From an optimization exercise on the open Yosys and OpenROAD flow, aimed at small area, a short achievable clock period and few clock cycles per item; shortcuts taken in it are not production practice. The RTL was checked by simulation tests, not by an equivalence proof against the original design. Power figures rest on the tool's default switching activity, not on a simulated workload.

== v37 ==
Design hpsdr_telem, start of the top module:
module hpsdr_telem (
    input  wire        clk,
    input  wire        rst,
    input  wire        in_valid,
    output wire        in_ready,
    input  wire [7:0]  in_c0,
    input  wire [31:0] in_data,
    output wire        out_valid,
    input  wire        out_ready,
    output reg  [2:0]  out_kind,
    output reg  [2:0]  out_keys,
    output reg  [31:0] out_a,
    output reg  [31:0] out_b
);
make LEC_CHECK=0 CAP_MARGIN=20 CORE_MARGIN=2 CORE_UTILIZATION=70 SLEW_MARGIN=20 SYNTH_HIERARCHICAL=1 finish   # period 12.0 ns
run.sh (not shown) runs the stock make flow with config.mk's settings and CLKGATE_MAP_FILE= SYNTH_SCRIPT=/design/flow/synth_recipe.tcl, a recipe that flattens the netlist after the stock synthesis.
v37 went all the way through the flow, and no timing, DRC or antenna check failed.
Testbench counts of v37, summed over its fixed seeds: cycles 3,232, items 3,200.
The inputs of v58 differ from those of v37 as listed below.
Settings: a change of CORE_UTILIZATION from 70 to 40.
==> flow/flow/run.sh (new file) <==
#!/bin/bash
set -euo pipefail
bash standard.sh SETUP_SLACK_MARGIN=${MARGIN:-7} finish > standard_flow.log 2>&1
==> flow/standard.sh (new file) <==
#!/bin/bash
# synth_recipe.tcl (not shown) runs the flow's synth.tcl, then flattens the netlist and writes it again
# the make line also repeats each setting of config.mk as NAME=value (left out here)
make -C /OpenROAD-flow-scripts/flow DESIGN_CONFIG=/design/flow/config.mk WORK_HOME=/design/flow/orfs CLKGATE_MAP_FILE= SYNTH_SCRIPT=/design/flow/synth_recipe.tcl "${@:-finish}"
removed: flow/run.sh
Findings:
- v58 vs v37, instance count: v58 higher
- Compared with v37, in v58 clock input transition at the sequential cells of the worst setup and hold paths essentially unchanged, mean instance size in the synthesized netlist essentially unchanged, adder-cell share of the synthesized area essentially unchanged.
- Compared to v37, v58 has clock network fraction of design power 0.2 points higher.
- v37 consumes less power than v58.
- v58 reports its origin of the worst setup path as r1_ub[2]$_DFFE_PP_ while v37 reports r1_us[19]$_DFFE_PP_.
- | power spent charging and discharging nets | v58 vs v37 | ≈ equal |
#### Input delta (v49 over v58)
==> flow/run.sh (new file) <==
#!/bin/bash
# synth_recipe.tcl (not shown) runs the flow's synth.tcl, then flattens the netlist and writes it again
# the make line also repeats each setting of config.mk as NAME=value (left out here)
make -C /OpenROAD-flow-scripts/flow DESIGN_CONFIG=/design/flow/config.mk WORK_HOME=/design/flow/orfs CLKGATE_MAP_FILE= SYNTH_SCRIPT=/design/flow/synth_recipe.tcl finish
removed: flow/flow/run.sh
removed: flow/standard.sh
From v49 to v58, area fraction in compound gates after synthesis did not move at all. v49 reports a lower final setup slack of the worst path than v58 does. Peak per-stage delay on the critical path ended up 0.33 ns higher on v49 than on v58. As far as portion of the post-synthesis area used by sequential elements goes, v58 and v49 are indistinguishable; the numbers are identical. | pre-CTS worst setup slack | lower: v58 |. Going from v58 to v49, the number of antenna violations at the first check in global routing was found to have gone up by 1. In the reports for v49 and v58, the smaller number of non-clock buffers in the layout belongs to v49. Taking v58 as the reference, in v49 part of the total power dissipated in combinational logic saw a decrease, mapped cell area essentially unchanged. Count of inserted antenna diode cells came out exactly the same in v49 and v58.

* * *

Another version of the RTL of hpsdr_telem (not shown whole).
Size: ~2700 cells after synthesis, about 380 flip-flops, roughly 120 I/O pins.
==> flow/config.mk <==
export PLATFORM = sky130hd
export DESIGN_NAME = hpsdr_telem
export DESIGN_NICKNAME = hpsdr_telem
export VERILOG_FILES = /design/flow/design.v
export SDC_FILE = /design/flow/constraint.sdc
export NUM_CORES = 4
export LEC_CHECK = 0
export CAP_MARGIN = 20
export CORE_MARGIN = 2
export CORE_UTILIZATION = 40
export CTS_BUF_LIST = sky130_fd_sc_hd__clkbuf_4 sky130_fd_sc_hd__clkbuf_8
export SLEW_MARGIN = 20
export SYNTH_HIERARCHICAL = 1
==> flow/constraint.sdc <==
create_clock -name core_clock -period 12.0 [get_ports {clk}]
set_input_delay 2.4000 -clock core_clock [delete_from_list [all_inputs] [get_ports {clk}]]
set_output_delay 2.4000 -clock core_clock [all_outputs]
set_load 0.01 [all_outputs]
standard.sh (not shown) runs the stock make flow with config.mk's settings and CLKGATE_MAP_FILE= SYNTH_SCRIPT=/design/flow/synth_recipe.tcl, a recipe that flattens the netlist after the stock synthesis.
==> flow/flow/run.sh <==
#!/bin/bash
set -euo pipefail
bash standard.sh SETUP_SLACK_MARGIN=7.7 finish > standard_flow.log 2>&1
Testbench counts at the start, summed over its fixed seeds: cycles 3,240, items 3,200.
==> next run, changes <==
==> flow/flow/run.sh (replaced) <==
#!/bin/bash
set -euo pipefail
bash standard.sh SETUP_SLACK_MARGIN=8 finish > standard_flow.log 2>&1
--- a/flow/config.mk
+++ b/flow/config.mk
@@ -10,3 +10,2 @@
 export CORE_UTILIZATION = 40
-export CTS_BUF_LIST = sky130_fd_sc_hd__clkbuf_4 sky130_fd_sc_hd__clkbuf_8
 export SLEW_MARGIN = 20
What happened:
- total power rises by 7.3%
- via count falls by 0.80%
- critical path depth rises by 1
- cell count stays flat
- combinational power rises by 10%
- clock power rises by about 8%
==> next run, changes <==
==> flow/flow/run.sh (replaced) <==
#!/bin/bash
set -euo pipefail
bash standard.sh SETUP_SLACK_MARGIN=7.7 finish > standard_flow.log 2>&1
Global-route usage came out lower by 0.17 points.
Design area came out lower by a few percent.
Power came out lower by a little under a tenth.
Cell count came out lower slightly.

[afterwards: timing with drivers on the ports]
The results above use ideal ports. As a check the final layouts listed here were re-extracted and re-timed, cells and wires unchanged. Step 1 assumes that a clkbuf_16 drives the clock port and a buf_2 every other input. Step 2 times the ports against the registers' clock, not the clock port: input delays grow and output delays shrink by t, the midpoint of the rising clock arrivals with the driver on. Three values: no drivers, after step 1, after step 2; two values: the first two.
| run | shift t [ns] | setup WS [ns] | clock arrival spread, ns | worst register clock-pin slew, ns | pins driven straight from the clock port |
|---|---|---|---|---|---|
| v37 | 0.643 | 6.092 / 6.092 / 6.092 | 0.035 / 0.035 | 0.08 / 0.08 | 1 |
| v58 | 0.587 | 6.878 / 6.878 / 6.878 | 0.044 / 0.045 | 0.07 / 0.07 | 1 |
| v49 | 0.615 | 6.124 / 6.124 / 6.124 | 0.046 / 0.046 | 0.06 / 0.06 | 1 |
| the first run of note 2 | 0.708 | 7.598 / 7.598 / 7.176 | 0.052 / 0.052 | 0.07 / 0.07 | 1 |
| the second run of note 2 | 0.643 | 7.585 / 7.585 / 7.529 | 0.035 / 0.035 | 0.07 / 0.07 | 1 |
| the third run of note 2 | 0.625 | 7.662 / 7.662 / 7.203 | 0.019 / 0.019 | 0.06 / 0.06 | 1 |
After both steps setup and hold are still met in every run listed. For the third run of note 2, which loses most, drivers alone change the setup slack by 0.000 ns; drivers and shift together by -0.459 ns.
